This design comes from an exercise in tuning for small area, a short achievable clock period and few clock cycles per item on the open sky130 flow, not from production work. Only simulation tests tie the RTL to the original design; equivalence was not proved. Power and IR drop assume default switching activity.

Design bpe, start of the top module:
module bpe (
    input  wire        clk,
    input  wire        rst,
    input  wire        reg_req,
    input  wire        reg_we,
    input  wire [5:0]  reg_addr,
    input  wire [31:0] reg_wdata,
    output reg  [31:0] reg_rdata,
    output wire        reg_ack,
    output wire        mem_req,
    output wire        mem_we,
    output wire [31:0] mem_addr,
    output wire [7:0]  mem_wdata,
    input  wire [7:0]  mem_rdata,
    input  wire        mem_ack,
    output wire        irq
);
Settings: LEC_CHECK=0, CAP_MARGIN=0, CORE_MARGIN=2, CORE_UTILIZATION=50, CTS_CLUSTER_DIAMETER=80, CTS_CLUSTER_SIZE=20, SETUP_SLACK_MARGIN=4.2, SLEW_MARGIN=0; clock period 10.0 ns.
standard.sh (not shown) runs the stock make flow with config.mk's settings and CLKGATE_MAP_FILE= SYNTH_SCRIPT=/design/flow/synth_recipe.tcl, a recipe that flattens the netlist after the stock synthesis.
==> flow/flow/run.sh <==
#!/bin/bash
# The standard layout, with plain buffers (not delay cells) on the ports.
set -euo pipefail
bash standard.sh BUFFER_PORTS_ARGS="-buffer_cell sky130_fd_sc_hd__buf_2" finish > flow_make.log 2>&1
The first run produced a clean layout.
Testbench counts at the start, summed over its fixed seeds: cycles 39,462, commands 2,400.
==> next run, changes <==
- CAP_MARGIN: 0 -> 5
- CORE_UTILIZATION: 50 -> 62
- SETUP_SLACK_MARGIN: 4.2 -> 4.5
- SLEW_MARGIN: 0 -> 5
Result:
- The new run passed the timing, design-rule and antenna checks
- worst setup slack is better by 110 ps
- design area is higher by 6.0%
- combinational power is higher by 14%
- via count is higher by 6.8%
- total power is lower by 0.59%
- sequential cell count does not change
- die area is lower by 19%
- count of clock-buffer cells in the layout is higher by 2
- synthesized cell count does not change
==> next run, changes <==
- CORE_UTILIZATION: 62 -> 50
- PLACE_DENSITY: not set -> 0.7
- SETUP_SLACK_MARGIN: 4.5 -> 4.2
The changed run finished clean.
Flip-flop and latch count does not change.
Hold slack got worse by 22 ps.
Sequential share of layout area grows by 2.5 points.
Cell count grows by 0.41%.
Power grows by 0.51%.
Clock power grows by about 10%.
Global-route usage shrinks by 8.8 points.
Via count shrinks by 4.7%.
Wire length shrinks by 6.7%.
Die area grows by 24%.
Sequential power barely changes.
==> next run, changes <==
==> flow/run.sh (new file) <==
#!/bin/bash
# synth_recipe.tcl (not shown) runs the flow's synth.tcl, then flattens the netlist and writes it again
# the make line also repeats each setting of config.mk as NAME=value (left out here)
make -C /OpenROAD-flow-scripts/flow DESIGN_CONFIG=/design/flow/config.mk WORK_HOME=/design/flow/orfs CLKGATE_MAP_FILE= SYNTH_SCRIPT=/design/flow/synth_recipe.tcl finish
- CAP_MARGIN: 5 -> 20
- CORE_UTILIZATION: 50 -> 40
- CTS_CLUSTER_DIAMETER: 80 -> not set
- CTS_CLUSTER_SIZE: 20 -> not set
- PLACE_DENSITY: 0.7 -> not set
- SETUP_SLACK_MARGIN: 4.2 -> 3.5
- SLEW_MARGIN: 5 -> 20
removed: flow/flow/run.sh
removed: flow/standard.sh
Non-clock buffer count went down by 13.
Via count went down by 0.99%.
Setup slack got worse by 650 ps.
Maximum frequency went down by about 10%.
Area after synthesis does not change.
Core utilization went down by 9.8 points.
==> next run, changes <==
==> flow/flow/run.sh (new file) <==
#!/bin/bash
# The standard layout, with plain buffers (not delay cells) on the ports.
set -euo pipefail
bash standard.sh BUFFER_PORTS_ARGS="-buffer_cell sky130_fd_sc_hd__buf_2" finish > flow_make.log 2>&1
==> flow/standard.sh (new file) <==
#!/bin/bash
# synth_recipe.tcl (not shown) runs the flow's synth.tcl, then flattens the netlist and writes it again
# the make line also repeats each setting of config.mk as NAME=value (left out here)
make -C /OpenROAD-flow-scripts/flow DESIGN_CONFIG=/design/flow/config.mk WORK_HOME=/design/flow/orfs CLKGATE_MAP_FILE= SYNTH_SCRIPT=/design/flow/synth_recipe.tcl "${@:-finish}"
- CAP_MARGIN: 20 -> 5
- CORE_UTILIZATION: 40 -> 50
- CTS_CLUSTER_DIAMETER: not set -> 80
- CTS_CLUSTER_SIZE: not set -> 20
- SETUP_SLACK_MARGIN: 3.5 -> 4.0
- SLEW_MARGIN: 20 -> 5
removed: flow/run.sh
After rerunning: The new run completed without violations. Worst setup slack gains 390 ps. Power shrinks by roughly a tenth. Sequential share of layout area grows by 2.3 points. First-iteration DRC count grows by a little under a tenth.
==> next run, changes <==
- SETUP_SLACK_MARGIN: 4.0 -> 4.7
The new run ran to the end with no violations. Non-clock buffer count goes up by 184. Global-route usage goes up by 2.3 points. First-iteration DRC count goes up by 12%. Cell area goes up by 14%. Total power goes up by 2.7%. Final cell count goes up by 6.2%.

* * *

bpe, a different RTL version from the one above (not shown whole).
Size in the first run: roughly 2400 cells after synthesis, ~450 flip-flops.
clock: 10.0 ns
lec_check: 0
cap_margin: 20
core_margin: 2
core_utilization: 40
setup_slack_margin: 4.6
slew_margin: 20
run.sh (not shown) runs the stock make flow with config.mk's settings and CLKGATE_MAP_FILE= SYNTH_SCRIPT=/design/flow/synth_recipe.tcl, a recipe that flattens the netlist after the stock synthesis.
Stock flow here: none of the scripts above is used.
Testbench counts at the start, summed over its fixed seeds: cycles 39,462, commands 2,400.
Change:
Settings changed: SETUP_SLACK_MARGIN 4.6 to 5.
Result: Setup slack gets worse by 11 ps; routed wire length grows by 2.9%; cell count grows by 0.45%; hold slack gets better by 12 ps; design area climbs by 2.6%.

* * *

bpe with an RTL version that a note above also has.
Size: roughly 2,200 cells after synthesis, about 420 flip-flops, ~130 I/O pins, ~24,000 um2 of cells after synthesis.
==> flow/config.mk <==
export PLATFORM = sky130hd
export DESIGN_NAME = bpe
export DESIGN_NICKNAME = bpe
export VERILOG_FILES = /design/flow/design.v
export SDC_FILE = /design/flow/constraint.sdc
export NUM_CORES = 4
export LEC_CHECK = 0
export CAP_MARGIN = 5
export CORE_MARGIN = 2
export CORE_UTILIZATION = 50
export CTS_CLUSTER_DIAMETER = 80
export CTS_CLUSTER_SIZE = 20
export GPL_TIMING_DRIVEN = 0
export SETUP_SLACK_MARGIN = 4.2
export SLEW_MARGIN = 5
==> flow/constraint.sdc <==
create_clock -name core_clock -period 10.0 [get_ports {clk}]
set_input_delay 2.0000 -clock core_clock [delete_from_list [all_inputs] [get_ports {clk}]]
set_output_delay 2.0000 -clock core_clock [all_outputs]
set_load 0.01 [all_outputs]
standard.sh (not shown) runs the stock make flow with config.mk's settings and CLKGATE_MAP_FILE= SYNTH_SCRIPT=/design/flow/synth_recipe.tcl, a recipe that flattens the netlist after the stock synthesis.
==> flow/flow/run.sh <==
#!/bin/bash
# The standard layout, with plain buffers (not delay cells) on the ports.
set -euo pipefail
bash standard.sh BUFFER_PORTS_ARGS="-buffer_cell sky130_fd_sc_hd__buf_2" finish > flow_make.log 2>&1
The first run went through all stages and came out clean.
Testbench counts at the start, summed over its fixed seeds: cycles 39,462, commands 2,400.
Rerun with:
CTS_CLUSTER_DIAMETER = 90   (was 80)
CTS_CLUSTER_SIZE = 25   (was 20)
GPL_TIMING_DRIVEN = unset   (was 0)
After rerunning:
- via count shrinks by a little under a tenth
- cell count is lower by a few percent
- first-iteration DRC count goes down by a quarter to a third
Rerun with:
CTS_CLUSTER_DIAMETER = 80   (was 90)
CTS_CLUSTER_SIZE = 20   (was 25)
SETUP_SLACK_MARGIN = 4.5   (was 4.2)
Cell area grows by a few percent.
Via count grows by a few percent.
Setup slack gets better by 0.15 ns.
Global-route usage increases by 0.91 points.
Wire length climbs by a few percent.
Area after synthesis stays the same.
Worst hold slack got worse by 0.0085 ns.

[port drivers added, routing unchanged]
The results above use ideal ports. As a check the final layouts listed here were re-extracted and re-timed, cells and wires unchanged.
Step 1 (the two cells are an assumption about what drives the block):
set clk [get_ports {clk}]
set_driving_cell -lib_cell sky130_fd_sc_hd__clkbuf_16 $clk
set_driving_cell -lib_cell sky130_fd_sc_hd__buf_2 [delete_from_list [all_inputs] $clk]
Step 2 adds t to the input delays and takes it off the output delays; t is the mean of the earliest and latest rising clock arrival at the registers after step 1. Input paths then give back, and output paths get back, about the clock's delay inside the block.
Slacks: no drivers / after step 1 / after step 2; pairs: no drivers / after step 1.
run | t (ns) | slack for setup (ns) | worst data-port slew with drivers (ns) | cell pins on the clock port's net
the first run of note 1 | 0.657 | 4.212 / 4.159 / 3.642 | 0.07 | 1
the second run of note 1 | 0.643 | 4.324 / 4.353 / 3.713 | 0.07 | 1
the third run of note 1 | 0.655 | 4.233 / 4.210 / 3.614 | 0.04 | 1
the fourth run of note 1 | 0.653 | 3.587 / 3.528 / 2.965 | 0.04 | 1
the fifth run of note 1 | 0.660 | 3.973 / 3.927 / 3.444 | 0.06 | 1
the sixth run of note 1 | 0.670 | 4.321 / 4.343 / 3.673 | 0.08 | 1
the first run of note 2 | 0.692 | 4.499 / 4.515 / 3.823 | 0.06 | 1
the second run of note 2 | 0.684 | 4.488 / 4.511 / 3.826 | 0.07 | 1
the first run of note 3 | 0.686 | 4.125 / 4.096 / 3.509 | 0.06 | 1
the second run of note 3 | 0.639 | 4.201 / 4.184 / 3.594 | 0.06 | 1
the third run of note 3 | 0.669 | 4.347 / 4.363 / 3.694 | 0.08 | 1
After both steps setup and hold are still met in every run listed. For the first run of note 2, which loses most, drivers alone change the setup slack by +0.016 ns; drivers and shift together by -0.676 ns.
